From an optimization exercise on the open Yosys and OpenROAD flow, aimed at a short achievable clock period and few clock cycles; shortcuts taken in it are not production practice. Only simulation tests tie the RTL to the original design; equivalence was not proved. Power is estimated from default activity; no workload was simulated.

[design/flow/flow/run.sh]
#!/bin/bash
# The standard layout, with buf_4 as the port buffers (every port still gets
# one) and sizing not held to each cell's footprint.
set -euo pipefail
bash standard.sh "BUFFER_PORTS_ARGS=-buffer_cell sky130_fd_sc_hd__buf_4" MATCH_CELL_FOOTPRINT=0 finish > standard.log 2>&1
[design/flow/standard.sh]
#!/bin/bash
# synth_recipe.tcl (not shown) runs the flow's synth.tcl, then flattens the netlist and writes it again
# the make line also repeats each setting of config.mk as NAME=value (left out here)
make -C /OpenROAD-flow-scripts/flow DESIGN_CONFIG=/design/flow/config.mk WORK_HOME=/design/flow/orfs CLKGATE_MAP_FILE= SYNTH_SCRIPT=/design/flow/synth_recipe.tcl "${@:-finish}"
[design/flow/config.mk]
export PLATFORM = sky130hd
export DESIGN_NAME = fonzie_core
export DESIGN_NICKNAME = fonzie_core
export VERILOG_FILES = /design/flow/design.v
export SDC_FILE = /design/flow/constraint.sdc
export NUM_CORES = 4
export LEC_CHECK = 0
export CAP_MARGIN = 20
export CORE_MARGIN = 2
export CORE_UTILIZATION = 40
export SETUP_SLACK_MARGIN = 2.0
export SLEW_MARGIN = 20
[design/flow/constraint.sdc]
create_clock -name core_clock -period 8.0 [get_ports {clk}]
set_input_delay 1.6000 -clock core_clock [delete_from_list [all_inputs] [get_ports {clk}]]
set_output_delay 1.6000 -clock core_clock [all_outputs]
set_load 0.01 [all_outputs]
[design/flow/design.v]
module fonzie_core (
    input  wire        clk,
    input  wire        rst,           
    input  wire        step_req,      
    output wire        ready,         
    output reg         done,          
    output reg  [1:0]  status,        
    input  wire        reg_we,
    input  wire [3:0]  reg_id,
    input  wire [31:0] reg_wdata,
    output wire [31:0] r_a0,
    output wire [31:0] r_a1,
    output wire [31:0] r_a2,
    output wire [31:0] r_a3,
    output wire [31:0] r_r,
    output wire [31:0] r_ip,
    output wire [31:0] r_sp,
    output wire [31:0] r_fl,
    output wire [31:0] r_ex,
    output wire        mem_re,
    output wire        mem_we,
    output reg  [11:0] mem_addr,
    output wire [31:0] mem_wdata,
    input  wire [31:0] mem_rdata
);
    localparam [31:0] CODE_BASE = 32'd512;
    localparam [5:0] EX_INVALID_ADDRESS  = 6'h01,
                     EX_INVALID_REGISTER = 6'h02,
                     EX_STACK_OVERFLOW   = 6'h04,
                     EX_CARRY            = 6'h08,
                     EX_DIVISION_BY_ZERO = 6'h10,
                     EX_INVALID_OPCODE   = 6'h20;
    localparam [1:0] ST_OK = 2'd0, ST_EXCEPTION = 2'd1, ST_STOPPED = 2'd2;
    localparam [2:0] S_IDLE = 3'd0, S_DEC = 3'd1, S_W1 = 3'd2, S_DAT = 3'd3,
                     S_MUL = 3'd4, S_DIV0 = 3'd5, S_DIV = 3'd6, S_FIX = 3'd7;
    reg [31:0] regs [0:8];
    reg [11:0] stack [0:63];      
    reg [2:0]  state;
    reg [11:0] pf_addr;           
    reg        pf_ok;             
    reg        tv;                
    reg [15:0] tl;
    reg [31:0] ibuf;              
    reg [31:0] opa;               
    reg [3:0]  opa_idx;           
    reg [7:0]  xop;               
    reg [11:0] pnext;             
    reg [15:0] tsave;             
    reg        tsv;
    reg [31:0] sh_val;
    reg [3:0]  sh_idx;
    reg [11:0] sh_p;
    reg [31:0] acc;
    reg [31:0] mc;
    reg        mc_ovf;            
    reg [31:0] mpl;
    reg        m_ovq;             
    reg [39:0] m_pp;              
    reg        m_ppv;             
    reg        m_povf;            
    reg        m_plast;           
    reg [63:0] dacc;
    reg [31:0] dvs;
    reg [31:0] dva;
    reg [4:0]  dcnt;
    reg [33:0] dvs3;
    assign ready = (state == S_IDLE);
    assign r_a0 = regs[0];
    assign r_a1 = regs[1];
    assign r_a2 = regs[2];
    assign r_a3 = regs[3];
    assign r_r  = regs[4];
    assign r_ip = regs[5];
    assign r_sp = regs[6];
    assign r_fl = regs[7];
    assign r_ex = regs[8];
    wire [31:0] p  = regs[5];
    wire [31:0] sp = regs[6];
    wire [31:0] ex = regs[8];
    wire [11:0] p12 = p[11:0];
    function [31:0] rsel;
        input [3:0] id;
        begin
            case (id)
                4'd0: rsel = regs[0];
                4'd1: rsel = regs[1];
                4'd2: rsel = regs[2];
                4'd3: rsel = regs[3];
                4'd4: rsel = regs[4];
                4'd5: rsel = regs[5];
                4'd6: rsel = regs[6];
                4'd7: rsel = regs[7];
                default: rsel = regs[8];
            endcase
        end
    endfunction
    function [2:0] op_len;
        input [7:0] op;
        begin
            case (op)
                8'h01, 8'h1D:                                op_len = 3'd1;
                8'h06, 8'h07:                                op_len = 3'd2;
                8'h02, 8'h08, 8'h0B, 8'h0E, 8'h11, 8'h14:    op_len = 3'd3;
                8'h16, 8'h17, 8'h18, 8'h19, 8'h1A, 8'h1B,
                8'h1C:                                       op_len = 3'd5;
                8'h03, 8'h04, 8'h05, 8'h09, 8'h0A, 8'h0C,
                8'h0D, 8'h0F, 8'h10, 8'h12, 8'h13, 8'h15:    op_len = 3'd6;
                default:                                     op_len = 3'd0;
            endcase
        end
    endfunction
    function [32:0] ks_add;
        input [31:0] a;
        input [31:0] b;
        input        cin;
        reg [31:0] g, t, gg, pp;
        integer i, k;
        begin
            g  = a & b;
            t  = a ^ b;
            gg = g;
            pp = t;
            gg[0] = g[0] | (t[0] & cin);
            for (k = 1; k < 32; k = k * 2)
                for (i = 31; i >= k; i = i - 1) begin
                    gg[i] = gg[i] | (pp[i] & gg[i-k]);
                    pp[i] = pp[i] & pp[i-k];
                end
            ks_add = {gg[31], t ^ {gg[30:0], cin}};
        end
    endfunction
    function valid_addr;
        input [31:0] a;
        valid_addr = (a < 32'd2556);
    endfunction
    reg  w1q;                     
    wire in_w1 = w1q;
    wire dmode = (state == S_IDLE) || (state == S_DEC);
    wire [7:0] rd0 = mem_rdata[31:24];
    wire [7:0] rd1 = mem_rdata[23:16];
    wire [7:0] rd2 = mem_rdata[15:8];
    wire [7:0] rd3 = mem_rdata[7:0];
    wire [7:0] B0 = in_w1 ? ibuf[31:24] : tv ? tl[15:8] : rd0;
    wire [7:0] B1 = in_w1 ? ibuf[23:16] : tv ? tl[7:0]  : rd1;
    wire [7:0] B2 = in_w1 ? ibuf[15:8]  : tv ? rd0      : rd2;
    wire [7:0] B3 = in_w1 ? ibuf[7:0]   : tv ? rd1      : rd3;
    wire [7:0] B4 = in_w1 ? rd0 : rd2;
    wire [7:0] B5 = in_w1 ? rd1 : rd3;
    wire       full = in_w1 || tv;
    wire [31:0] f1_4 = {B1, B2, B3, B4};      
    wire [31:0] f2_5 = {B2, B3, B4, B5};      
    wire [2:0] len = op_len(B0);
    wire [11:0] p_2 = p12 + 12'd2;
    wire [11:0] p_4 = p12 + 12'd4;
    wire [11:0] p_5 = p12 + 12'd5;
    wire [11:0] p_8 = p12 + 12'd8;
    reg  [11:0] pn;                           
    always @(*) begin
        case (len)
            3'd1:    pn = p12 + 12'd1;
            3'd2:    pn = p_2;
            3'd3:    pn = p12 + 12'd3;
            3'd5:    pn = p_5;
            default: pn = p12 + 12'd6;
        endcase
    end
    reg nofit;
    always @(*) begin
        case (len)
            3'd1:    nofit = (p12 > 12'd2559);
            3'd2:    nofit = (p12 > 12'd2558);
            3'd3:    nofit = (p12 > 12'd2557);
            3'd5:    nofit = (p12 > 12'd2555);
            default: nofit = (p12 > 12'd2554);
        endcase
    end
    reg        nt_ok;
    reg [15:0] nt;
    always @(*) begin
        nt_ok = 1'b0;
        nt    = {rd2, rd3};
        if (in_w1) begin
            nt_ok = 1'b1;                     
        end else if (len == 3'd2) begin
            nt_ok = 1'b1;
            nt    = tv ? {rd0, rd1} : {rd2, rd3};
        end else if (len == 3'd3 && tv) begin
            nt_ok = 1'b1;
            nt    = {rd1, rd2};
        end
    end
    wire [11:0] seq_addr = !nt_ok ? pn : in_w1 ? p_8 : (len == 3'd2) ? p_4 : p_5;
    wire hit     = pf_ok && (pf_addr == (tv ? p_2 : p12));
    wire p_ok    = (p < 32'd2560);
    wire ex_zero = (ex == 32'd0);
    wire fl_s = regs[7][0];
    wire fl_g = regs[7][1];
    reg  taken;
    always @(*) begin
        case (B0)
            8'h16:   taken = !fl_s && !fl_g;
            8'h17:   taken = fl_s || fl_g;
            8'h18:   taken = fl_g;
            8'h19:   taken = fl_g || (!fl_s && !fl_g);
            8'h1A:   taken = fl_s;
            8'h1B:   taken = fl_s || (!fl_s && !fl_g);
            8'h1C:   taken = 1'b1;
            default: taken = 1'b0;
        endcase
    end
    wire push_bad = (sp[1:0] != 2'b00) || (sp > 32'd252);
    wire pop_bad  = (sp[1:0] != 2'b00) || (sp > 32'd256);
    wire [5:0]  pop_idx = sp[7:2] - 6'd1;
    wire [11:0] pop_val = stack[pop_idx];
    wire o_rr   = (B0 == 8'h02) || (B0 == 8'h08) || (B0 == 8'h0B) ||
                  (B0 == 8'h0E) || (B0 == 8'h11) || (B0 == 8'h14);
    wire o_ri   = (B0 == 8'h05) || (B0 == 8'h0A) || (B0 == 8'h0D) ||
                  (B0 == 8'h10) || (B0 == 8'h13);
    wire o_rm   = (B0 == 8'h03) || (B0 == 8'h09) || (B0 == 8'h0C) ||
                  (B0 == 8'h0F) || (B0 == 8'h12) || (B0 == 8'h15);
    wire o_mov  = (B0 == 8'h02) || (B0 == 8'h05);
    wire o_sub  = (B0 == 8'h08) || (B0 == 8'h0A);
    wire o_add  = (B0 == 8'h0B) || (B0 == 8'h0D);
    wire o_mul  = (B0 == 8'h0E) || (B0 == 8'h10);
    wire o_div  = (B0 == 8'h11) || (B0 == 8'h13);
    wire o_cmp  = (B0 == 8'h14);
    wire o_inc  = (B0 == 8'h06);
    wire o_dec  = (B0 == 8'h07);
    wire o_jmp  = (B0 >= 8'h16) && (B0 <= 8'h1C);
    wire o_mr   = (B0 == 8'h04);
    wire x_mov  = (xop == 8'h03);
    wire x_sub  = (xop == 8'h09);
    wire x_add  = (xop == 8'h0C);
    wire x_mul  = (xop == 8'h0F);
    wire x_div  = (xop == 8'h12);
    wire x_cmp  = (xop == 8'h15);
    wire [31:0] xr1 = rsel(B1[3:0]);
    wire [31:0] xr2 = rsel(B2[3:0]);
    wire [32:0] r_sum  = ks_add(xr1, xr2, 1'b0);
    wire [32:0] r_sumn = ks_add(xr1, ~xr2, 1'b1);
    wire        r_lt   = !r_sumn[32];
    wire        r_eq   = (xr1 == xr2);
    wire [32:0] i_sum  = ks_add(xr1, f2_5, 1'b0);
    wire [32:0] i_sumn = ks_add(xr1, ~f2_5, 1'b1);
    wire        i_lt   = !i_sumn[32];
    wire [31:0] incv   = xr1 + 32'd1;
    wire [31:0] decv   = xr1 - 32'd1;
    wire        incc   = (xr1 == 32'hFFFFFFFF);
    wire        decc   = (xr1 == 32'd0);
    wire [32:0] m_add  = ks_add(opa, mem_rdata, 1'b0);
    wire [32:0] m_subn = ks_add(opa, ~mem_rdata, 1'b1);
    wire        m_lt   = !m_subn[32];
    wire        m_eq   = (opa == mem_rdata);
    wire        e1_carry = (o_add & (o_rr ? r_sum[32] : i_sum[32])) |
                           (o_sub & (o_rr ? r_lt : i_lt)) |
                           (o_inc & incc) | (o_dec & decc);
    wire [31:0] e1_val = (B0 == 8'h02) ? xr2 :
                         (B0 == 8'h05) ? f2_5 :
                         (B0 == 8'h0B) ? r_sum[31:0] :
                         (B0 == 8'h0D) ? i_sum[31:0] :
                         (B0 == 8'h08) ? r_sumn[31:0] :
                         (B0 == 8'h0A) ? i_sumn[31:0] :
                         o_inc ? incv :
                         o_dec ? decv :
                                 {30'd0, !r_lt && !r_eq, r_lt};
    wire [3:0]  e1_idx = (o_mov | o_inc | o_dec) ? B1[3:0] : (o_cmp ? 4'd7 : 4'd4);
    wire        x_carry = (x_add & m_add[32]) | (x_sub & m_lt);
    wire [31:0] x_val = x_mov ? mem_rdata :
                        x_add ? m_add[31:0] :
                        x_sub ? m_subn[31:0] :
                                {30'd0, !m_lt && !m_eq, m_lt};
    wire [3:0]  x_idx = x_mov ? opa_idx : (x_cmp ? 4'd7 : 4'd4);
    wire [31:0] md_a  = (state == S_DAT) ? opa : xr1;
    wire [31:0] md_b  = (state == S_DAT) ? mem_rdata : o_rr ? xr2 : f2_5;
    wire        md_lt = (state == S_DAT) ? m_lt : o_rr ? r_lt : i_lt;
    wire [7:0]  m_chunk = mpl[7:0];
    wire [39:0] m_ppn   = mc * m_chunk;
    wire [40:0] m_sum   = {9'd0, acc} + {1'b0, m_pp};
    wire        m_ovf   = (m_sum[40:32] != 9'd0) || m_povf;
    function [4:0] msb;
        input [31:0] v;
        integer k;
        begin
            msb = 5'd0;
            for (k = 0; k < 32; k = k + 1)
                if (v[k]) msb = k[4:0];
        end
    endfunction
    wire [4:0] msb_a = msb(dva);
    wire [4:0] msb_b = msb(dvs);
    wire [4:0] d_i0  = (msb_a - msb_b) | 5'd3;        
    wire [4:0] d_sh  = 5'd31 - d_i0;
    wire [33:0] ra  = {dacc[63:30]};
    wire [34:0] ta1 = {1'b0, ra} - {3'b0, dvs};
    wire [34:0] ta2 = {1'b0, ra} - {2'b0, dvs, 1'b0};
    wire [34:0] ta3 = {1'b0, ra} - {1'b0, dvs3};
    wire [63:0] da  = !ta3[34] ? {ta3[31:0], dacc[29:0], 2'd3} :
                      !ta2[34] ? {ta2[31:0], dacc[29:0], 2'd2} :
                      !ta1[34] ? {ta1[31:0], dacc[29:0], 2'd1} :
                                 {ra[31:0],  dacc[29:0], 2'd0};
    wire [33:0] rb  = {da[63:30]};
    wire [34:0] tb1 = {1'b0, rb} - {3'b0, dvs};
    wire [34:0] tb2 = {1'b0, rb} - {2'b0, dvs, 1'b0};
    wire [34:0] tb3 = {1'b0, rb} - {1'b0, dvs3};
    wire [63:0] dr2 = !tb3[34] ? {tb3[31:0], da[29:0], 2'd3} :
                      !tb2[34] ? {tb2[31:0], da[29:0], 2'd2} :
                      !tb1[34] ? {tb1[31:0], da[29:0], 2'd1} :
                                 {rb[31:0],  da[29:0], 2'd0};
    reg [2:0]  nx_state;
    reg        c_fin;             
    reg        c_stop;            
    reg        c_gate;            
    reg [5:0]  c_exm;             
    reg        c_late;            
    reg        c_wr;              
    reg [3:0]  c_idx;
    reg [31:0] c_val;
    reg [31:0] c_ipv;
    reg        c_spinc, c_spdec;
    reg        c_push;
    reg        c_store;
    reg        c_ld0;             
    reg        c_lddat;           
    reg        c_ldmul, c_lddiv;  
    reg        c_tv;              
    reg [15:0] c_tl;
    reg [11:0] c_addr;
    task exec1;
        begin
            if (o_mul) begin
                c_ldmul  = 1'b1;
                nx_state = S_MUL;
            end else if (o_div) begin
                c_lddiv  = 1'b1;
                nx_state = S_DIV0;
            end else begin
                c_wr   = 1'b1;
                c_fin  = 1'b1;
                c_late = 1'b1;            
                c_tv   = nt_ok;
                c_tl   = nt;
                c_addr = seq_addr;
            end
        end
    endtask
    wire [11:0] md_addr = tsv ? (pnext + 12'd2) : pnext;
    always @(*) begin
        nx_state = state;
        c_fin    = 1'b0;
        c_stop   = 1'b0;
        c_gate   = 1'b0;
        c_exm    = 6'd0;
        c_late   = 1'b0;
        c_wr     = 1'b0;
        c_idx    = e1_idx;
        c_val    = e1_val;
        c_ipv    = {20'd0, pn};
        c_spinc  = 1'b0;
        c_spdec  = 1'b0;
        c_push   = 1'b0;
        c_store  = 1'b0;
        c_ld0    = 1'b0;
        c_lddat  = 1'b0;
        c_ldmul  = 1'b0;
        c_lddiv  = 1'b0;
        c_tv     = 1'b0;
        c_tl     = nt;
        c_addr   = pn;
        case (state)
            S_IDLE, S_DEC, S_W1: begin
                if (state == S_IDLE && !step_req) begin
                    c_tv   = tv;
                    c_tl   = tl;
                    c_addr = (reg_we && reg_id == 4'd5) ? reg_wdata[11:0] :
                             tv ? p_2 : p12;
                    if (reg_we && reg_id == 4'd5)
                        c_tv = 1'b0;
                end else if (state == S_IDLE && !ex_zero) begin
                    c_gate = 1'b1;
                    c_tv   = tv;
                    c_tl   = tl;
                    c_addr = tv ? p_2 : p12;
                end else if (state == S_IDLE && !p_ok) begin
                    c_exm  = EX_INVALID_ADDRESS;
                    c_addr = p12;
                end else if (state == S_IDLE && !hit) begin
                    nx_state = S_DEC;
                    c_addr   = p12;
                end else if (len == 3'd0) begin
                    c_exm = EX_INVALID_OPCODE;
                end else if (nofit) begin
                    c_exm = EX_INVALID_ADDRESS;
                end else if (B0 == 8'h01) begin
                    c_stop = 1'b1;
                end else if (B0 == 8'h1D) begin
                    c_addr = pop_val;
                    if (sp < 32'd4)
                        c_stop = 1'b1;
                    else if (pop_bad)
                        c_exm = EX_STACK_OVERFLOW;
                    else begin
                        c_spdec = 1'b1;
                        c_fin   = 1'b1;
                        c_ipv   = {20'd0, pop_val};
                    end
                end else if (o_jmp && !taken) begin
                    c_fin = 1'b1;
                end else if ((o_jmp || o_mr || o_ri || o_rm) && !full) begin
                    c_ld0    = 1'b1;
                    nx_state = S_W1;
                    c_addr   = p_4;
                end else if (o_jmp) begin
                    c_addr = f1_4[11:0];
                    c_ipv  = f1_4;
                    if (!valid_addr(f1_4))
                        c_exm = EX_INVALID_ADDRESS;
                    else if (push_bad)
                        c_exm = EX_STACK_OVERFLOW;
                    else begin
                        c_push  = 1'b1;
                        c_spinc = 1'b1;
                        c_fin   = 1'b1;
                    end
                end else if (o_mr) begin
                    c_addr = f1_4[11:0];
                    if (!valid_addr(f1_4))
                        c_exm = EX_INVALID_ADDRESS;
                    else if (B5 > 8'd8)
                        c_exm = EX_INVALID_REGISTER;
                    else begin
                        c_store = 1'b1;
                        c_fin   = 1'b1;
                    end
                end else if (B1 > 8'd8) begin
                    c_exm = EX_INVALID_REGISTER;
                end else if (o_inc || o_dec || o_ri) begin
                    exec1;
                end else if (o_rr) begin
                    if (B2 > 8'd8)
                        c_exm = EX_INVALID_REGISTER;
                    else
                        exec1;
                end else begin
                    c_addr = f2_5[11:0];
                    if (!valid_addr(f2_5))
                        c_exm = EX_INVALID_ADDRESS;
                    else begin
                        c_lddat  = 1'b1;
                        nx_state = S_DAT;
                    end
                end
            end
            S_DAT: begin
                c_idx = x_idx;
                c_val = x_val;
                if (x_mul) begin
                    c_ldmul  = 1'b1;
                    nx_state = S_MUL;
                    c_addr   = md_addr;
                end else if (x_div) begin
                    c_lddiv  = 1'b1;
                    nx_state = S_DIV0;
                    c_addr   = md_addr;
                end else begin
                    c_wr   = 1'b1;
                    c_fin  = 1'b1;
                    c_late = 1'b1;
                    c_ipv  = {20'd0, pnext};
                    c_tv   = tsv;
                    c_tl   = tsave;
                    c_addr = md_addr;
                end
            end
            S_MUL: begin
                c_idx  = 4'd4;
                c_val  = m_sum[31:0];
                c_ipv  = {20'd0, pnext};
                c_addr = md_addr;
                if (m_ovq)
                    c_exm = EX_CARRY;
                else if (m_ppv && m_plast) begin
                    c_wr   = 1'b1;
                    c_fin  = 1'b1;
                    c_late = 1'b1;
                    c_tv   = tsv;
                    c_tl   = tsave;
                end
            end
            S_DIV0: begin
                c_idx  = 4'd4;
                c_val  = 32'd0;
                c_ipv  = {20'd0, pnext};
                c_addr = md_addr;
                if (dvs == 32'd0)
                    c_exm = EX_DIVISION_BY_ZERO;
                else if (msb_a < msb_b) begin
                    c_wr  = 1'b1;
                    c_fin = 1'b1;
                    c_tv  = tsv;
                    c_tl  = tsave;
                end else
                    nx_state = S_DIV;
            end
            S_DIV: begin
                c_idx  = 4'd4;
                c_val  = dr2[31:0];
                c_ipv  = {20'd0, pnext};
                c_addr = md_addr;
                if (dcnt == 5'd1) begin
                    c_wr  = 1'b1;
                    c_fin = 1'b1;
                    c_tv  = tsv;
                    c_tl  = tsave;
                end
            end
            default: begin    
                c_gate = 1'b1;
                c_addr = sh_p;
            end
        endcase
        if (c_exm != 6'd0 || c_fin || c_stop || c_gate)
            nx_state = S_IDLE;
        if (c_store)
            c_tv = 1'b0;
    end
    wire late_cond = (state == S_MUL) ? m_ovf : (state == S_DAT) ? x_carry : e1_carry;
    wire [11:0] e1_addr = (B0 == 8'h1D) ? pop_val :
                          (o_jmp && !taken) ? pn :
                          ((o_jmp || o_mr || o_ri || o_rm) && !full) ? p_4 :
                          (o_jmp || o_mr) ? f1_4[11:0] :
                          o_rm ? f2_5[11:0] : seq_addr;
    reg [11:0] r_addr;
    always @(*) begin
        case (state)
            S_IDLE, S_DEC, S_W1: begin
                if (state == S_IDLE && !step_req)
                    r_addr = (reg_we && reg_id == 4'd5) ? reg_wdata[11:0] :
                             tv ? p_2 : p12;
                else if (state == S_IDLE && !ex_zero)
                    r_addr = tv ? p_2 : p12;
                else if (state == S_IDLE && (!p_ok || !hit))
                    r_addr = p12;
                else
                    r_addr = e1_addr;
            end
            S_FIX:   r_addr = sh_p;
            default: r_addr = md_addr;
        endcase
    end
    wire kill      = c_late && late_cond;
    assign mem_we    = c_store;
    assign mem_re    = !c_store;
    assign mem_wdata = rsel(B5[3:0]);
    always @(*) mem_addr = r_addr;
    integer i;
    always @(posedge clk) begin
        if (rst) begin
            for (i = 0; i < 9; i = i + 1)
                regs[i] <= 32'd0;
            regs[5] <= CODE_BASE;
            for (i = 0; i < 64; i = i + 1)
                stack[i] <= 12'd0;
            state   <= S_IDLE;
            w1q     <= 1'b0;
            done    <= 1'b0;
            status  <= ST_OK;
            pf_addr <= 12'd0;
            pf_ok   <= 1'b0;
            tv      <= 1'b0;
            tl      <= 16'd0;
            ibuf    <= 32'd0;
            opa     <= 32'd0;
            opa_idx <= 4'd0;
            xop     <= 8'd0;
            pnext   <= 12'd0;
            tsave   <= 16'd0;
            tsv     <= 1'b0;
            sh_val  <= 32'd0;
            sh_idx  <= 4'd0;
            sh_p    <= 12'd0;
            acc     <= 32'd0;
            mc      <= 32'd0;
            mc_ovf  <= 1'b0;
            mpl     <= 32'd0;
            m_ovq   <= 1'b0;
            m_pp    <= 40'd0;
            m_ppv   <= 1'b0;
            m_povf  <= 1'b0;
            m_plast <= 1'b0;
            dacc    <= 64'd0;
            dvs     <= 32'd0;
            dva     <= 32'd0;
            dcnt    <= 5'd0;
            dvs3    <= 34'd0;
        end else begin
            state   <= kill ? S_FIX : nx_state;
            w1q     <= !kill && (nx_state == S_W1);
            done    <= ((c_exm != 6'd0) || c_fin || c_stop || c_gate) && !kill;
            status  <= ((c_exm != 6'd0) || c_gate) ? ST_EXCEPTION :
                       c_stop ? ST_STOPPED : ST_OK;
            pf_addr <= r_addr;
            pf_ok   <= !c_store;
            tv      <= c_tv && (nx_state == S_IDLE);
            tl      <= c_tl;
            if (state == S_IDLE && !step_req && reg_we && reg_id <= 4'd8)
                regs[reg_id] <= reg_wdata;
            if (c_wr)
                regs[c_idx] <= c_val;
            if (c_fin)
                regs[5] <= c_ipv;
            if (c_exm != 6'd0)
                regs[8] <= regs[8] | {26'd0, c_exm};
            if (c_spinc)
                regs[6] <= sp + 32'd4;
            if (c_spdec)
                regs[6] <= sp - 32'd4;
            if (c_push)
                stack[sp[7:2]] <= pn;
            sh_val <= (dmode && (o_inc || o_dec)) ? xr1 : regs[4];
            sh_idx <= (dmode && (o_inc || o_dec)) ? B1[3:0] : 4'd4;
            sh_p   <= p12;
            if (state == S_FIX) begin
                regs[sh_idx] <= sh_val;
                regs[5]      <= {20'd0, sh_p};
                regs[8]      <= {26'd0, EX_CARRY};
            end
            if (c_ld0)
                ibuf <= mem_rdata;
            if (c_lddat || c_ldmul || c_lddiv) begin
                if (state != S_DAT) begin
                    pnext <= pn;
                    tsv   <= nt_ok;
                    tsave <= nt;
                end
            end
            if (c_lddat) begin
                opa     <= xr1;
                opa_idx <= B1[3:0];
                xop     <= B0;
            end
            if (c_ldmul) begin
                if (md_lt) begin
                    mc  <= md_b;
                    mpl <= md_a;
                end else begin
                    mc  <= md_a;
                    mpl <= md_b;
                end
                acc    <= 32'd0;
                mc_ovf <= 1'b0;
                m_ovq  <= 1'b0;
                m_ppv  <= 1'b0;
            end
            if (state == S_MUL) begin
                m_pp    <= m_ppn;
                m_povf  <= mc_ovf && (m_chunk != 8'd0);
                m_plast <= (mpl[31:8] == 24'd0);
                m_ppv   <= 1'b1;
                mc      <= {mc[23:0], 8'd0};
                mc_ovf  <= mc_ovf || (mc[31:24] != 8'd0);
                mpl     <= {8'd0, mpl[31:8]};
                if (m_ppv) begin
                    acc   <= m_sum[31:0];
                    m_ovq <= m_ovf;
                end
            end
            if (c_lddiv) begin
                dva <= md_a;
                dvs <= md_b;
            end
            if (state == S_DIV0) begin
                dacc <= {32'd0, dva} << d_sh;
                dcnt <= {2'd0, d_i0[4:2]} + 5'd1;
                dvs3 <= {2'd0, dvs} + {1'b0, dvs, 1'b0};
            end
            if (state == S_DIV) begin
                dacc <= dr2;
                dcnt <= dcnt - 5'd1;
            end
        end
    end
endmodule
==> PnR_summary.wiki, run 1 <==
{| class="wikitable"
! Metric !! Value
|-
| Routability Congestion || 1.083
|-
| Start point of the critical path || regs[6][2]$_DFFE_PP_
|-
| Category of the worst setup path capture point || output port
|-
| Most instantiated library cell after synthesis || sky130_fd_sc_hd__nor2_1
|-
| Number of buffers on the longest clock path || 4
|-
| Die X || 546.3 µm
|-
| Pre-CTS worst setup slack || -0.5991 ns
|-
| Placed cell count || 17740
|-
| Share of the yosys chip area belonging to registers || 0.3543
|-
| Count of max-cap constraint violations || 0
|-
| Fill cells || 27761
|-
| Pin count of the biggest net entering global routing || 154
|-
| Final hold vios || 0
|-
| Reg2Reg Capture Point || dacc[61]$_SDFFE_PP0P_
|-
| Number of warnings issued by yosys || 1
|-
| Primary FF master, synth || sky130_fd_sc_hd__edfxtp_1
|-
| Number of buffers inserted by hold repair at cts || 0
|-
| HPWL reported at the end of detailed placement || 477700 µm
|-
| Kind of path behind the tightest hold check || flip-flop to flip-flop
|-
| Share of synthesized flip-flops with an asynchronous set or reset || 0
|-
| Clock tree from TritonCTS || yes
|-
| Largest vdd supply drop || 0.1918 mV
|-
| Number of enable-type register cells in the synthesized netlist || ~1100
|-
| Cts bufs inserted || 191
|-
| Top Family by Delay on Critical Path || compound AO/OA/AOI/OAI gates
|-
| Per-instance average area after synthesis || roughly 9 µm²
|-
| Latest clock arrival within the worst-skew pair || 0.96 ns
|-
| Crit path launch type || flip-flop
|-
| Final setup violation count || 0
|-
| Final wirelength || 651600 µm
|-
| Slowest Stage Delay on Critical Path || about 0.96 ns
|-
| Cell types with the largest area share after synthesis || sky130_fd_sc_hd__edfxtp_1 27%, sky130_fd_sc_hd__dfxtp_1 8.5%, sky130_fd_sc_hd__nor2_1 6.0%
|-
| Synthesis-to-layout area growth || 26.69%
|-
| Result of the run || no timing/DRC/antenna violations
|-
| WHS || 0.4516 ns
|-
| DRT antenna net count || 0
|-
| Worst slew margin relative to its limit || 0.06226
|-
| Buffer cell driving the clock tree root || sky130_fd_sc_hd__clkbuf_16
|-
| Std-Cell Core Area || 0.2933 mm²
|-
| Data required time at the worst endpoint || 6.40 ns
|-
| TritonRoute pass-1 iters || 8
|-
| Worst Skew || about 0.12 ns
|-
| Worst R2R Start || dvs[25]$_SDFFE_PP0P_
|-
| Cell count along the critical path || 14
|-
| CTS HTree Levels || 4
|-
| Ratio of cells with drive above 1 in the final layout || 0.2552
|-
| First-pass GRT wire length || 879800 µm
|-
| Worst Setup Slack, final || 0.7137 ns
|-
| Number of sinks on the clock net || 1554
|-
| Time the worst path needs with I/O delays and setup || 7.286 ns
|-
| Mapped Area || 0.1176 mm²
|-
| Arr. time, crit path || ~5.7 ns
|-
| Path type of the worst setup path || flip-flop to output port
|-
| Area enclosed by the die boundary || 0.2985 mm²
|-
| Remaining DRCs || 0
|-
| Vias in the first global route || 112182
|-
| FF-to-FF setup slack || 1.10 ns
|-
| Combined global-route utilization of all metal layers || 0.4103
|-
| CP Max Fanout || 21
|-
| PortBufs || 409
|-
| Fraction of post-synthesis cell area in the top cell type by area || 0.2696
|-
| Count of vias placed by the detailed router || 122989
|-
| Final net count || about 15000
|-
| Top post-synthesis cells by count || 1875 x sky130_fd_sc_hd__nor2_1, 1322 x sky130_fd_sc_hd__nand2_1, 1056 x sky130_fd_sc_hd__edfxtp_1
|-
| Largest area contributor in the netlist || sky130_fd_sc_hd__edfxtp_1
|-
| Placed inst area || 0.1318 mm²
|-
| Chip Height || 546.3 µm
|-
| Actual slew at the worst max-slew pin || 1.367 ns
|-
| Worst path slowest cell || sky130_fd_sc_hd__xor2_2
|-
| CP Buf/Inv Count || 3
|-
| Setup repair after global routing missed its margin || true
|-
| End of the critical path || mem_addr[2]
|-
| Detailed-route wire length per cell || around 35 µm
|-
| Final Max Slew Viols || 0
|-
| Total gr overflow || 0
|-
| Filler-free cell count of the finished design || 18542
|-
| Critical Path, Cell by Cell || inv_1 > ha_4 > nor3b_2 > xor2_2 > and2_1 > a211oi_1 > a31oi_1 > a21oi_1 > o21ai_0 > a31oi_2 > o31a_1 > o221ai_2 > buf_4 > buf_4
|-
| Instance count of the mapped netlist || 13364
|-
| Total negative slack for setup checks || 0 ns
|-
| IO Pins || between 400 and 500
|-
| Most common cell type on the critical path || sky130_fd_sc_hd__buf_4
|-
| Synthesized flop and latch total || around 1600
|-
| Unique masters post-synth || 118
|-
| Total power divided by cell area || 157.4 mW/mm²
|-
| Final clock period utilization by the worst path || 0.9108
|-
| Number of cells on the worst hold path || 2
|-
| Synthesized net count || 14193
|-
| Clock transition at the registers of the reported paths || about 0.060 ns
|-
| Leak Pwr || about 57 nW
|-
| R2R cell count || 32
|-
| Max Freq || 137.2 MHz
|-
| Area of all placed cells without fillers || ~0.15 mm²
|-
| Starting density of the core || 0.4011
|-
| Number of antenna violations at the first check in global routing || 59
|-
| Rows || roughly 200
|-
| DRC violation total after the first TritonRoute iteration || around 18000
|-
| Via-per-instance ratio || roughly 6.6
|}
-- logic make-up (layout without fill, tap and decap cells) --
kind of cell,after synthesis,after routing,synth area share
AND/OR/NAND/NOR,4632,4632,0.1755
AO/OA/AOI/OAI,3942,3942,0.2224
flip-flops,1554,1554,0.3543
buffers and inverters,1553,2775,0.05232
adder cells (fa/ha/maj),758,758,0.09304
multiplexers,523,526,0.07213
XOR/XNOR,402,402,0.03028
other,0,34,0
-- area by class of cell --
type	instances	area, µm²	area share
Clock inverter	111	1170	0.007850
Antenna cell	34	85.08	0.0005709
Tap cell	3919	4903	0.03290
Sequential cell	1554	41780	0.2803
Inverter	534	2066	0.01386
Clock buffer	231	5030	0.03375
Timing Repair Buffer	1899	17080	0.1146
Multi-Input combinational cell	10260	76920	0.5161
-- metal layers --
metal,up-vias,wire length (µm),GRT usage
met4,28,48270,0.2437
met1,60437,252300,0.5483
met2,8887,265300,0.5793
met5,-,664,0.003846
li1,51599,-,-
met3,2038,85080,0.1262
-- how the worst min path moves through the flow --
stage,start,endpoint,slack [ns]
2_1_floorplan,dcnt[4]$_SDFFE_PP0P_,dcnt[4]$_SDFFE_PP0P_,0.43
3_3_place_gp,tsave[5]$_SDFFE_PP0P_,tsave[5]$_SDFFE_PP0P_,0.44
3_5_place_dp,dvs3[12]$_SDFFE_PP0P_,dvs3[12]$_SDFFE_PP0P_,0.44
4_1_cts,dvs3[12]$_SDFFE_PP0P_,dvs3[12]$_SDFFE_PP0P_,0.45
5_1_grt,tsave[10]$_SDFFE_PP0P_,tsave[10]$_SDFFE_PP0P_,0.46
6_report,dvs3[19]$_SDFFE_PP0P_,dvs3[19]$_SDFFE_PP0P_,0.45
-- per-stage QoR --
step / utilization / power, mW
floorplan: - / 11.49
global placement: 0.4492 / 13.83
detailed placement: 0.4493 / 13.81
CTS: 0.4807 / 22.67
global route: 0.5080 / 23.84
finish: 0.5081 / 23.46
-- flip-flops by register name (all words and copies together), names as in the netlist, 8 cells and up --
name	flops
regs	288
dacc	64
mc	32
acc	32
xop	8
tsave	16
sh_val	32
m_pp	40
dvs	32
dvs3	34
pnext	12
dva	32
pf_addr	12
sh_p	12
opa	32
mpl	32
tl	16
ibuf	32
stack	768
-- worst register-to-register path: cells and delay by family, from the launching register on --
| family | cells | cell delay, ns |
|---|---|---|
| compound gates | 14 | 3.37 |
| xor+xnor | 1 | 0.16 |
| fa+ha+maj | 2 | 0.47 |
| buf+inv | 7 | 0.78 |
| flops | 1 | 0.35 |
| mux | 2 | 0.40 |
| simple gates | 6 | 1.21 |
-- cell usage in the layout (no fill, tap or decap), drive strengths merged, types with 52 or more instances in the layout --
cell type / instances
a21o: 166
o221ai: 69
mux2: 67
a21oi: 1038
nor2b: 72
a22oi: 294
a211oi: 225
o21ai: 772
a221oi: 171
o31ai: 61
nand3: 239
and2: 172
or3: 68
nand2: 1322
o211ai: 158
xnor2: 270
a22o: 52
a221o: 53
edfxtp: 1056
nand2b: 121
dfxtp: 498
ha: 562
nor3: 262
clkbuf: 264
xor2: 129
clkinv: 71
inv: 537
and3: 117
o21a: 107
mux4: 251
o21bai: 68
mux2i: 208
nand4: 127
nor2: 1877
fa: 195
buf: 1866
o22ai: 88
a31oi: 135
nor4: 102
a32oi: 75
-- report_power, final --
group          internal (mW)  switching (mW)  total [mW]
Combinational           2.00            3.31        5.31
Clock                   5.12            3.79        8.91
Sequential              8.86           0.383        9.24
Total                   16.0            7.48        23.5
-- repair_timing --
item                                    in CTS  in global routing
buffers inserted                           134                244
resized for setup                          390               1299
pin swaps                                  142                572
gates cloned                                 8                 38
endpoints found under the setup margin    1561               1639
endpoints found under the hold margin        0                  0
Testbench counts, summed over its fixed seeds: cycles 21,086.
==> run 2, diff against run 1 <==
--- a/design/flow/design.v
+++ b/design/flow/design.v
@@ -46,4 +46,5 @@
     reg [7:0]  xop;               
     reg [11:0] pnext;             
+    reg [11:0] pnext2;            
     reg [15:0] tsave;             
     reg        tsv;
@@ -151,16 +152,17 @@
     wire [31:0] f2_5 = {B2, B3, B4, B5};      
     wire [2:0] len = op_len(B0);
-    wire [11:0] p_2 = p12 + 12'd2;
-    wire [11:0] p_4 = p12 + 12'd4;
-    wire [11:0] p_5 = p12 + 12'd5;
-    wire [11:0] p_8 = p12 + 12'd8;
+    reg  [11:0] pk1, pk2, pk3, pk4, pk5, pk6, pk8;
+    wire [11:0] p_2 = pk2;
+    wire [11:0] p_4 = pk4;
+    wire [11:0] p_5 = pk5;
+    wire [11:0] p_8 = pk8;
     reg  [11:0] pn;                           
     always @(*) begin
         case (len)
-            3'd1:    pn = p12 + 12'd1;
-            3'd2:    pn = p_2;
-            3'd3:    pn = p12 + 12'd3;
-            3'd5:    pn = p_5;
-            default: pn = p12 + 12'd6;
+            3'd1:    pn = pk1;
+            3'd2:    pn = pk2;
+            3'd3:    pn = pk3;
+            3'd5:    pn = pk5;
+            default: pn = pk6;
         endcase
     end
@@ -344,5 +346,5 @@
         end
     endtask
-    wire [11:0] md_addr = tsv ? (pnext + 12'd2) : pnext;
+    wire [11:0] md_addr = tsv ? pnext2 : pnext;
     always @(*) begin
         nx_state = state;
@@ -530,4 +532,8 @@
                           (o_jmp || o_mr) ? f1_4[11:0] :
                           o_rm ? f2_5[11:0] : seq_addr;
+    wire [11:0] ip_nx = (state == S_FIX) ? sh_p :
+                        c_fin ? c_ipv[11:0] :
+                        (state == S_IDLE && !step_req && reg_we && reg_id == 4'd5) ?
+                            reg_wdata[11:0] : p12;
     reg [11:0] r_addr;
     always @(*) begin
@@ -574,4 +580,12 @@
             xop     <= 8'd0;
             pnext   <= 12'd0;
+            pnext2  <= 12'd0;
+            pk1     <= CODE_BASE[11:0] + 12'd1;
+            pk2     <= CODE_BASE[11:0] + 12'd2;
+            pk3     <= CODE_BASE[11:0] + 12'd3;
+            pk4     <= CODE_BASE[11:0] + 12'd4;
+            pk5     <= CODE_BASE[11:0] + 12'd5;
+            pk6     <= CODE_BASE[11:0] + 12'd6;
+            pk8     <= CODE_BASE[11:0] + 12'd8;
             tsave   <= 16'd0;
             tsv     <= 1'b0;
@@ -600,4 +614,11 @@
                        c_stop ? ST_STOPPED : ST_OK;
             pf_addr <= r_addr;
+            pk1     <= ip_nx + 12'd1;
+            pk2     <= ip_nx + 12'd2;
+            pk3     <= ip_nx + 12'd3;
+            pk4     <= ip_nx + 12'd4;
+            pk5     <= ip_nx + 12'd5;
+            pk6     <= ip_nx + 12'd6;
+            pk8     <= ip_nx + 12'd8;
             pf_ok   <= !c_store;
             tv      <= c_tv && (nx_state == S_IDLE);
@@ -629,5 +650,6 @@
             if (c_lddat || c_ldmul || c_lddiv) begin
                 if (state != S_DAT) begin
-                    pnext <= pn;
+                    pnext  <= pn;
+                    pnext2 <= pn + 12'd2;
                     tsv   <= nt_ok;
                     tsave <= nt;
==> design/flow/run.sh (new file) <==
#!/bin/bash
# synth_recipe.tcl (not shown) runs the flow's synth.tcl, then flattens the netlist and writes it again
# the make line also repeats each setting of config.mk as NAME=value (left out here)
make -C /OpenROAD-flow-scripts/flow DESIGN_CONFIG=/design/flow/config.mk WORK_HOME=/design/flow/orfs CLKGATE_MAP_FILE= SYNTH_SCRIPT=/design/flow/synth_recipe.tcl finish
removed: design/flow/flow/run.sh
removed: design/flow/standard.sh
==> PnR_summary.wiki, run 2 <==
{| class="wikitable"
! Metric !! Value
|-
| First-pass GRT wire length || 875400 µm (-0.50%)
|-
| Number of buffers inserted by hold repair at cts || 0 (unchanged)
|-
| CP Max Fanout || 8 (-62%)
|-
| Combined global-route utilization of all metal layers || 0.4033 (-0.006985)
|-
| Synthesis-to-layout area growth || 25.07%
|-
| Metal-1 WL || 242900 µm (-3.7%)
|-
| Via-per-instance ratio || 6.465 (-2.5%)
|-
| Start point of the critical path || dacc[30]$_SDFFE_PP0P_
|-
| Total gr overflow || 0 (unchanged)
|-
| Primary FF master, synth || sky130_fd_sc_hd__edfxtp_1
|-
| Result of the run || no timing/DRC/antenna violations
|-
| Internal power contribution || 16.53 mW (+3.4%)
|-
| Category of the worst setup path capture point || flip-flop
|-
| Kind of path behind the tightest hold check || flip-flop to flip-flop
|-
| Fin util || 0.5033 (-0.004824)
|-
| Chip Height || 550.7 µm (+0.80%)
|-
| Worst slew margin relative to its limit || 0.08898 (+0.02672)
|-
| TritonRoute pass-1 iters || 12 (+4)
|-
| Highest-count cells in the layout ignoring fill and taps || 1900 x sky130_fd_sc_hd__nor2_1, 1449 x sky130_fd_sc_hd__nand2_1, 1428 x sky130_fd_sc_hd__buf_4
|-
| Net switching fraction of the power || 0.3058 (-0.01306)
|-
| HPWL reported at the end of detailed placement || 474900 µm (-0.57%)
|-
| Clock transition at the registers of the reported paths || 0.06 ns (about the same)
|-
| Slowest Stage Delay on Critical Path || 0.69 ns (-0.27 ns)
|-
| Total negative slack for setup checks || 0 ns (unchanged)
|-
| DRC violation total after the first TritonRoute iteration || 17526 (-4.1%)
|-
| Arr. time, crit path || 8.29 ns (+2.60 ns)
|-
| Detailed-route wire length per cell || 33.77 µm (-3.9%)
|-
| Vias in the first global route || 113824 (+1.5%)
|-
| Routability Congestion || 1.069 (-1.4%)
|-
| Largest vdd supply drop || 0.1904 mV (-0.73%)
|-
| Most common cell after layout, fill and taps aside || sky130_fd_sc_hd__nor2_1
|-
| Share of synthesized flip-flops with an asynchronous set or reset || 0 (unchanged)
|-
| Latest clock arrival within the worst-skew pair || 0.93 ns (-0.03 ns)
|-
| Actual slew at the worst max-slew pin || 1.363 ns (-0.004777 ns)
|-
| Count of vias placed by the detailed router || 121515 (-1.2%)
|-
| Area of all placed cells without fillers || 0.1495 mm² (+0.31%)
|-
| Clock tree from TritonCTS || yes
|-
| Count of max-cap constraint violations || 0 (unchanged)
|-
| PortBufs || 409 (unchanged)
|-
| Synthesized flop and latch total || 1641 (+5.6%)
|-
| Final setup violation count || 0 (unchanged)
|-
| Ratio of cells with drive above 1 in the final layout || 0.2039 (-0.05128)
|-
| Max Freq || 132.3 MHz (-3.6%)
|-
| Number of sinks on the clock net || 1641 (+5.6%)
|-
| Die X || 550.7 µm (+0.80%)
|-
| Number of flip-flops in the largest register || 768 (unchanged)
|-
| Top Family by Delay on Critical Path || compound AO/OA/AOI/OAI gates
|-
| Reg with most FFs || stack
|-
| Sum of met3 wire segment lengths after detailed routing || 76080 µm (-11%)
|-
| Number of enable-type register cells in the synthesized netlist || 1056 (unchanged)
|-
| Fraction of post-synthesis cell area in the top cell type by area || 0.2653 (-0.004269)
|-
| Largest area contributor in the netlist || sky130_fd_sc_hd__edfxtp_1
|-
| Std-Cell Core Area || 0.2970 mm² (+1.3%)
|-
| Buffer cell driving the clock tree root || sky130_fd_sc_hd__clkbuf_16
|-
| Data required time at the worst endpoint || 8.73 ns (+2.33 ns)
|-
| Final Max Slew Viols || 0 (unchanged)
|-
| Final wirelength || 634700 µm (-2.6%)
|-
| Worst R2R Start || dacc[30]$_SDFFE_PP0P_
|-
| Top post-synthesis cells by count || 1956 x sky130_fd_sc_hd__nor2_1, 1482 x sky130_fd_sc_hd__nand2_1, 1067 x sky130_fd_sc_hd__a21oi_1
|-
| CP Buf/Inv Count || 8 (+5)
|-
| Min-delay src || dvs3[25]$_SDFFE_PP0P_
|-
| Starting density of the core || 0.4024 (+0.001342)
|-
| Register share of total power || 0.407 (+0.013)
|-
| Combinational power share || 0.209 (-0.017)
|-
| Synthesized net count || 14210 (+0.12%)
|-
| DRT antenna net count || 0 (unchanged)
|-
| Top Registers || stack: 768 flops, regs: 288 flops, dacc: 64 flops
|-
| Per-instance average area after synthesis || 8.931 µm² (+1.5%)
|-
| Most instantiated library cell after synthesis || sky130_fd_sc_hd__nor2_1
|-
| Rows || 200 (+0.50%)
|-
| Path type of the worst setup path || flip-flop to flip-flop
|-
| Final clock period utilization by the worst path || 0.9448 (+0.03398)
|-
| Leak Pwr || 56.95 nW (-0.44%)
|-
| Number of warnings issued by yosys || 1 (unchanged)
|-
| Remaining DRCs || 0 (unchanged)
|-
| Total power divided by cell area || 159.3 mW/mm² (+1.2%)
|-
| Time the worst path needs with I/O delays and setup || 7.558 ns (+0.2718 ns)
|-
| Top Layer Used || met5
|-
| Crit path launch type || flip-flop
|-
| Setup repair after global routing missed its margin || true
|-
| Share of the yosys chip area belonging to registers || 0.3633 (+0.008959)
|-
| Worst Skew || 0.08393 ns (-0.04059 ns)
|-
| Cell types with the largest area share after synthesis || sky130_fd_sc_hd__edfxtp_1 27%, sky130_fd_sc_hd__dfxtp_1 9.8%, sky130_fd_sc_hd__nor2_1 6.1%
|-
| Proportion of power drawn by the clock network || 0.384 (+0.004)
|-
| Final hold vios || 0 (unchanged)
|-
| Detailed-routed wire length on met2 || 262900 µm (-0.93%)
|-
| Power dissipated by switching net loads || 7.281 mW (-2.7%)
|-
| Number of antenna violations at the first check in global routing || 54 (-8.5%)
|-
| Area enclosed by the die boundary || 0.3032 mm² (+1.6%)
|-
| Final net count || 15482 (+1.4%)
|-
| IO Pins || 410 (unchanged)
|-
| Pin count of the biggest net entering global routing || 132 (-14%)
|-
| CTS HTree Levels || 4 (unchanged)
|-
| FF-to-FF setup slack || 0.44 ns (-0.66 ns)
|-
| Worst path slowest cell || sky130_fd_sc_hd__o311ai_4
|-
| Mapped Area || 0.1195 mm² (+1.6%)
|-
| Number of buffers on the longest clock path || 4 (unchanged)
|-
| Instance count of the mapped netlist || 13384 (+0.15%)
|-
| Cts bufs inserted || 191 (unchanged)
|-
| Unique masters post-synth || 122 (+3.4%)
|-
| Placed inst area || 0.1377 mm² (+4.5%)
|}
run 2: power by group through the flow:
| stage | Combinational [mW] | Sequential [mW] | Clock, mW |
|---|---|---|---|
| floorplan | 2.28 | 9.65 | 0 |
| global placement | 4.57 | 9.83 | 0 |
| detailed placement | 4.54 | 9.82 | 0 |
| CTS | 4.69 | 9.64 | 9.17 |
| global route | 5.11 | 9.68 | 9.46 |
| finish | 4.98 | 9.69 | 9.14 |
run 2: layer usage:
layer,vias to the layer above,global-route usage
li1,51762,-
met1,59441,0.5172
met2,8265,0.5880
met3,2023,0.1182
met4,24,0.2675
met5,-,0.001407
run 2: cells by family after synthesis:
family,share of synthesized area
xor+xnor,0.03070
simple gates,0.1757
mux,0.08060
compound gates,0.2092
flops,0.3633
buf+inv,0.04945
fa+ha+maj,0.09111
run 2: tightest hold or removal path: stages, from the launching register on:
cell	delay (ns)
sky130_fd_sc_hd__dfxtp_1	0.31
sky130_fd_sc_hd__nand2_1	0.05
sky130_fd_sc_hd__a21oi_1	0.05
run 2: worst paths after layout:
| kind | to | cells past startpoint |
|---|---|---|
| worst min-delay path | dvs3[25]$_SDFFE_PP0P_ | 2 |
| worst max-delay path | regs[6][0]$_DFFE_PP_ | 37 |
| worst max register to register | regs[6][0]$_DFFE_PP_ | 37 |
| worst min register to register | dvs3[25]$_SDFFE_PP0P_ | 2 |
run 2: metrics by stage:
step	std cells	hold WS, ns	power (mW)	setup slack, ns
floorplan	13384	0.4284	11.93	1.034
global placement	18105	0.4382	14.39	-0.5590
detailed placement	18106	0.4457	14.36	-0.5582
CTS	18662	0.4521	23.50	0.3441
global route	18762	0.4684	24.24	0.1957
finish	18797	0.4474	23.81	0.4419
run 2: cell type report:
type / count / area (µm²)
Antenna cell: 43 / 107.6
Clock buffer: 254 / 5333
Clock inverter: 98 / 1027
Fill cell: 27938 / 147500
Inverter: 525 / 2027
Multi-Input combinational cell: 10255 / 74450
Sequential cell: 1641 / 43440
Tap cell: 3939 / 4928
Timing Repair Buffer: 2042 / 18180
run 2: timing repair:
item,in CTS,in global routing
cloned,5,3
pin swaps,167,135
setup buffers,199,89
gates resized for setup,430,322
setup endpoints to repair,1684,1315
Testbench counts of run 2, summed over its fixed seeds: cycles 21,086.

-- re-timing with driven ports --
In the flow no input, the clock included, has a driving cell. The finished layouts below were timed again as built, in two steps. Step 1 (the two cells are an assumption about what drives the block):
set clk [get_ports {clk}]
set_driving_cell -lib_cell sky130_fd_sc_hd__clkbuf_16 $clk
set_driving_cell -lib_cell sky130_fd_sc_hd__buf_2 [delete_from_list [all_inputs] $clk]
Step 2 times the ports against the registers' clock, not the clock port: input delays grow and output delays shrink by t, the midpoint of the rising clock arrivals with the driver on. Three values: no drivers, after step 1, after step 2; two values: the first two.
run	shift t [ns]	slack for setup (ns)	clock arrival spread, ns	slew at the worst register clock pin (ns)	cell pins on the clock port's net
run 1	1.006	0.714 / 0.544 / 0.060	0.125 / 0.125	0.07 / 0.07	1
run 2	0.998	0.442 / 0.442 / -0.231	0.084 / 0.084	0.09 / 0.09	1
Met with ideal ports but missed after step 2: setup timing in run 2. The setup slack of run 2, which loses most, moves by 0.000 ns with the drivers and by -0.673 ns with both steps.
